Source: an optimization exercise on an open RTL-to-GDS flow (aim: small area, a short achievable clock period and few clock cycles). Production flows keep margins and buffers that such runs may drop. Only simulation tests tie the RTL to the original design; equivalence was not proved. Power figures rest on the tool's default switching activity, not on a simulated workload.

Setup of build 92:
## fm_rsb
module fm_rsb (
    input  wire        clk,
    input  wire        rst,
    input  wire        cmd_valid,
    output wire        cmd_ready,
    input  wire [31:0] cmd,
    output reg         rsp_valid,
    output wire [31:0] rsp,
    output reg         bus_req,
    output reg  [1:0]  bus_op,
    output reg  [7:0]  bus_wdata,
    output reg         bus_rnack,
    input  wire        bus_done,
    input  wire        bus_ack,
    input  wire [7:0]  bus_rdata,
    output reg         dly_req,
    output reg  [9:0]  dly_ms,
    input  wire        dly_done
);
Size: ~1600 cells after synthesis, ~360 flip-flops, roughly 18000 um^2 of cells after synthesis.
==> flow/config.mk <==
export PLATFORM = sky130hd
export DESIGN_NAME = fm_rsb
export DESIGN_NICKNAME = fm_rsb
export VERILOG_FILES = /design/flow/design.v
export SDC_FILE = /design/flow/constraint.sdc
export NUM_CORES = 4
export LEC_CHECK = 0
export CAP_MARGIN = 20
export CORE_MARGIN = 2
export CORE_UTILIZATION = 40
export CTS_BUF_LIST = sky130_fd_sc_hd__clkbuf_8 sky130_fd_sc_hd__clkbuf_16
export CTS_CLUSTER_DIAMETER = 60
export CTS_CLUSTER_SIZE = 12
export SLEW_MARGIN = 20
export SYNTH_HIERARCHICAL = 1
==> flow/constraint.sdc <==
create_clock -name core_clock -period 10.0 [get_ports {clk}]
set_input_delay 2.0000 -clock core_clock [delete_from_list [all_inputs] [get_ports {clk}]]
set_output_delay 2.0000 -clock core_clock [all_outputs]
set_load 0.01 [all_outputs]
standard.sh (not shown) runs the stock make flow with config.mk's settings and CLKGATE_MAP_FILE= SYNTH_SCRIPT=/design/flow/synth_recipe.tcl, a recipe that flattens the netlist after the stock synthesis.
==> flow/flow/run.sh <==
#!/bin/bash
# Standard layout, except: port buffers are plain buffers (buf_2) instead of the
# delay cells the default pick gives, and timing repair aims at a setup slack
# margin well above the one the clock period alone asks for, so that it sizes
# the critical paths. make's output goes to standard.log.
set -euo pipefail
bash standard.sh "BUFFER_PORTS_ARGS=-buffer_cell sky130_fd_sc_hd__buf_2" \
    SETUP_SLACK_MARGIN=6.8 finish > standard.log 2>&1
Testbench counts of build 92, summed over its fixed seeds: cycles 134,294.
## Diff of input files: build 65 against build 92
- changing CTS_BUF_LIST from sky130_fd_sc_hd__clkbuf_8 sky130_fd_sc_hd__clkbuf_16 to sky130_fd_sc_hd__clkbuf_8
- changing CTS_CLUSTER_SIZE from 12 to 16
- changing CTS_CLUSTER_DIAMETER from 60 to 80
## What came out
Build 92 has a higher met2 global-route usage than build 65. Number of instances resized during post-cts repair: build 65 vs build 92 down 22%. A timing startpoint of the critical path of bus_done is what build 92 shows, while bus_rnack belongs to build 65. Looking at capture point of the critical path, the g_word[0].w[4] result is from build 92; the bus_rnack one comes from build 65. Taking build 92 as the reference, in build 65 post-route fraction of the period consumed by the critical path increased 0.73 points, maximum achievable frequency decreased about 2.2%, non-clock buffer area fraction after layout essentially unchanged, final layout net count decreased 13. Summary of build 65 over build 92: total of buffers placed on input and output ports now sits at about the same level, clock network fraction of total power now sits lower.
Changes in build 8 relative to build 65:
- swapping 40 for 55 in CORE_UTILIZATION
- swapping 80 for 60 in CTS_CLUSTER_DIAMETER
- swapping 16 for 12 in CTS_CLUSTER_SIZE
Findings:
The flow did not stop early for build 8: all stages ran, and the layout cleared the timing, design-rule and antenna checks. Starting DRC count in detailed routing shrinks by a little under 10% when moving from build 65 to build 8. Taking build 65 as the reference, in build 8 number of clock sinks held steady; final critical path time including I/O delays and setup shrank by 0.062 ns; total track usage grew by 10 points; placer's final routability congestion estimate held steady; register clock-pin slew on the reported worst setup and hold paths shrank by 0.03 ns. Cmp build 8 and build 65 / per-cell routed wire length / lower: build 65.
### build 8 -> build 36
- a deleted CTS_BUF_LIST that had been sky130_fd_sc_hd__clkbuf_8
- a change of CTS_CLUSTER_SIZE from 12 to 22
- a change of CORE_UTILIZATION from 55 to 40
- a change of CTS_CLUSTER_DIAMETER from 60 to 100
-- flow/flow/run.sh --
<<< build 8, line 7
bash standard.sh "BUFFER_PORTS_ARGS=-buffer_cell sky130_fd_sc_hd__buf_2" \
    SETUP_SLACK_MARGIN=6.8 finish > standard.log 2>&1
>>> build 36, line 7
bash standard.sh "BUFFER_PORTS_ARGS=-buffer_cell sky130_fd_sc_hd__buf_2" \
    SETUP_SLACK_MARGIN=6.65 finish > standard.log 2>&1
## What came out
- Build 36: PASS, flow complete, no timing, DRC or antenna violations
- Non-clock buffer count (build 36 vs. build 8) decreases by more than 10%
- Comparing build 8 and build 36, combined area of the multi-input logic cells is higher on build 8.
- Against build 8, build 36 comes in about 37% higher on die area.
Changes in build 93 relative to build 36:
- CTS_BUF_LIST: unset -> sky130_fd_sc_hd__clkbuf_8
- CTS_CLUSTER_SIZE: 22 -> 12
- CTS_CLUSTER_DIAMETER: 100 -> 60
-- flow/flow/run.sh --
<<< build 36, line 7
bash standard.sh "BUFFER_PORTS_ARGS=-buffer_cell sky130_fd_sc_hd__buf_2" \
    SETUP_SLACK_MARGIN=6.65 finish > standard.log 2>&1
>>> build 93, line 7
bash standard.sh "BUFFER_PORTS_ARGS=-buffer_cell sky130_fd_sc_hd__buf_2" \
    SETUP_SLACK_MARGIN=6.8 finish > standard.log 2>&1
Findings:
Re clock period minus worst slack: build 93 is 0.099 ns down on build 36.
Per the comparison of build 93 with build 36, count of vias placed by the detailed router rose about 2%, switching power increased by 9.4% relative to the old numbers.
Of build 93 and build 36, the lower leakage power belongs to build 36.
Max proportion of power drawn by combinational gates across build 93 and build 36: build 93
Looking at share of the clock period used by the worst path after layout across build 93 and build 36, the one that comes out higher is build 36.
Between build 36 and build 93, the flow reports reported clock group power increasing by a little under 10%.
Final core utilization in build 93 is 1.3 points higher than in build 36
Highest cell delay on the worst timing path was lower in build 93 than in build 36.
Build 93 against build 36: slew at the pin with the worst max-slew slack now sits lower, power now sits higher.

* * *

12-06:
fm_rsb, a different RTL version from the one above (not shown whole).
Size: ~1,500 cells after synthesis, ~360 flip-flops, about 100 I/O pins, roughly 17,000 um^2 of cells after synthesis.
clock: 10.0 ns
lec_check: 0
cap_margin: 20
core_margin: 2
core_utilization: 40
slew_margin: 20
run.sh (not shown) runs the stock make flow with config.mk's settings and CLKGATE_MAP_FILE= SYNTH_SCRIPT=/design/flow/synth_recipe.tcl, a recipe that flattens the netlist after the stock synthesis.
Stock flow here: none of the scripts above is used.
Testbench counts of 12-06, summed over its fixed seeds: cycles 137,417.
Changes in 03-22 relative to 12-06:
==> flow/flow/run.sh (new file) <==
#!/bin/bash
# Standard layout, with timing repair aimed at a setup slack margin well above
# the one the clock period alone asks for, so the repair sizes the critical paths.
set -euo pipefail
bash standard.sh SETUP_SLACK_MARGIN=6.5 finish > standard.log 2>&1
==> flow/standard.sh (new file) <==
#!/bin/bash
# synth_recipe.tcl (not shown) runs the flow's synth.tcl, then flattens the netlist and writes it again
# the make line also repeats each setting of config.mk as NAME=value (left out here)
make -C /OpenROAD-flow-scripts/flow DESIGN_CONFIG=/design/flow/config.mk WORK_HOME=/design/flow/orfs CLKGATE_MAP_FILE= SYNTH_SCRIPT=/design/flow/synth_recipe.tcl "${@:-finish}"
removed: flow/run.sh
- Against 12-06, 03-22 reports a total detailed-routing wirelength that is higher.
- Any difference in mean number of vias per cell between 03-22 and 12-06 is small enough to ignore.
- 03-22: transition time of the tightest slew-check pin is 36 ps lower than what 12-06 reported.
- Clock group share of total power is higher on 12-06
- Of 03-22 and 12-06, the run reporting the lower arrival time reported for the critical path endpoint was 03-22.
- Diff 12-06 -> 03-22: share of the clock period used by the worst path moved down, layout-stage area growth over the synthesis result moved up, worst max-slew margin expressed relative to the limit moved up, combinational share of power moved up.
- Across both runs, time the final worst path needs with I/O delays and setup was lower for 03-22 than for 12-06.

* * *

== build 64 ==
Another version of the RTL of fm_rsb (not shown whole).
For scale: about 1,600 cells after synthesis, ~360 flip-flops, ~0.017 mm² of cells after synthesis.
clock: 10.0 ns
lec_check: 0
cap_margin: 20
core_margin: 2
core_utilization: 40
cts_buf_list: sky130_fd_sc_hd__clkbuf_8
cts_cluster_diameter: 70
cts_cluster_size: 14
slew_margin: 20
synth_hierarchical: 1
standard.sh (not shown) runs the stock make flow with config.mk's settings and CLKGATE_MAP_FILE= SYNTH_SCRIPT=/design/flow/synth_recipe.tcl, a recipe that flattens the netlist after the stock synthesis.
==> flow/flow/run.sh <==
#!/bin/bash
# Standard layout, except: port buffers are plain buffers (buf_2) instead of the
# delay cells the default pick gives, and timing repair aims at a setup slack
# margin well above the one the clock period alone asks for, so that it sizes
# the critical paths. make's output goes to standard.log.
set -euo pipefail
bash standard.sh "BUFFER_PORTS_ARGS=-buffer_cell sky130_fd_sc_hd__buf_2" \
    SETUP_SLACK_MARGIN=6.8 finish > standard.log 2>&1
Testbench counts of build 64, summed over its fixed seeds: cycles 134,294.
Setup changes, build 64 to trial 37
Settings: CTS_CLUSTER_DIAMETER now 60, was 70; CTS_CLUSTER_SIZE now 12, was 14.
--- a/flow/flow/run.sh
+++ b/flow/flow/run.sh
@@ -8 +8 @@
-    SETUP_SLACK_MARGIN=6.8 finish > standard.log 2>&1
+    SETUP_SLACK_MARGIN=6.72 finish > standard.log 2>&1
==> comparison <==
Diff build 64 -> trial 37: remaining routing DRC violations neither gained nor lost much, path depth of the worst reg2reg path lost 1, total number of cells along the worst setup path picked up an extra 8, required time at the endpoint of the critical path picked up an extra 2.47 ns, clock tree buffer count of the final layout picked up an extra 10. Trial 37 falls short of build 64 in clock group total power. Routed wire in trial 37 totals less than in build 64. Worst setup slack was lower in build 64 than in trial 37. The sequential share of layout area reported for trial 37 is greater than that of build 64 by 0.15 points.

* * *

## sierra
fm_rsb, a different RTL version from the one above (not shown whole).
Size in the first run: roughly 1500 cells after synthesis, roughly 360 flip-flops, ~100 I/O pins, ~17000 µm² of cells after synthesis.
clock: 10.0 ns
lec_check: 0
cap_margin: 20
core_margin: 2
core_utilization: 40
slew_margin: 20
==> flow/flow/run.sh <==
#!/bin/bash
# Standard layout, except: port buffers are plain buffers (buf_4) instead of the
# delay cells the default pick gives, resizing may change a cell's footprint,
# and timing repair aims at a setup slack margin well above the one the clock
# period alone asks for, so that it sizes the critical paths. make's output
# goes to standard.log.
set -euo pipefail
bash standard.sh "BUFFER_PORTS_ARGS=-buffer_cell sky130_fd_sc_hd__buf_4" \
    MATCH_CELL_FOOTPRINT=0 SETUP_SLACK_MARGIN=7 finish > standard.log 2>&1
sierra closes out successfully: all stages finished, all timing, DRC and antenna checks passed.
Testbench counts of sierra, summed over its fixed seeds: cycles 134,294.
[inputs] zinc vs sierra
==> flow/flow/run.sh <==
#!/bin/bash
# Standard layout, except: port buffers are plain buffers (buf_2) instead of the
# delay cells the default pick gives, and timing repair aims at a setup slack
# margin well above the one the clock period alone asks for, so that it sizes
# the critical paths. make's output goes to standard.log.
set -euo pipefail
bash standard.sh "BUFFER_PORTS_ARGS=-buffer_cell sky130_fd_sc_hd__buf_2" \
    SETUP_SLACK_MARGIN=6.5 finish > standard.log 2>&1
-- flow/config.mk --
<<< sierra, line 9
export CORE_MARGIN = 2
export CORE_UTILIZATION = 40
export SLEW_MARGIN = 20
>>> zinc, line 9
export CORE_MARGIN = 2
export CORE_UTILIZATION = 40
export CTS_CLUSTER_DIAMETER = 100
export CTS_CLUSTER_SIZE = 30
export SLEW_MARGIN = 20
Findings:
NOTE clock-buffer cell count sierra->zinc decreased by more than half
Compared with sierra, zinc shows a power drawn by the combinational cells that is about 40% lower.
Area growth from synthesis to layout, zinc and sierra, lower one = zinc.
Measured against each other, zinc and sierra differ in number of H-tree levels, the higher figure coming from sierra.
Delta (zinc minus sierra): worst hold path stage count ~0 delta, instance area at placement -1.4%.

## static timing again, ports no longer ideal
Ports are ideal in the flow. The routed layouts listed here were re-timed in OpenROAD.
Step 1: set_driving_cell puts a clkbuf_16 on clk and a buf_2 on each other input, an assumption about the parent block.
Step 2, shift: input delay + t, output delay - t, t = (earliest + latest rising clock arrival at the registers) / 2. This alone moves slack from input paths to output paths.
a / b / c = ideal / step 1 / step 2; a / b = the first two.
| run | t, ns | setup WS [ns] | pins driven straight from the clock port |
|---|---|---|---|
| build 92 | 0.616 | 6.793 / 6.759 / 6.208 | 1 |
| build 65 | 0.697 | 6.719 / 6.662 / 6.131 | 1 |
| build 8 | 0.643 | 6.781 / 6.730 / 6.161 | 1 |
| build 36 | 0.597 | 6.666 / 6.666 / 6.138 | 1 |
| build 93 | 0.661 | 6.765 / 6.708 / 6.184 | 1 |
| 12-06 | 0.615 | 5.288 / 5.288 / 5.288 | 1 |
| 03-22 | 0.617 | 6.523 / 6.484 / 5.938 | 1 |
| build 64 | 0.669 | 6.735 / 6.687 / 6.156 | 1 |
| trial 37 | 0.623 | 6.753 / 6.750 / 6.128 | 1 |
| sierra | 0.611 | 6.665 / 6.665 / 6.232 | 1 |
| zinc | 0.574 | 6.560 / 6.560 / 6.091 | 1 |
After both steps setup and hold are still met in every run listed. The setup slack of trial 37, which loses most, moves by -0.003 ns with the drivers and by -0.625 ns with both steps.
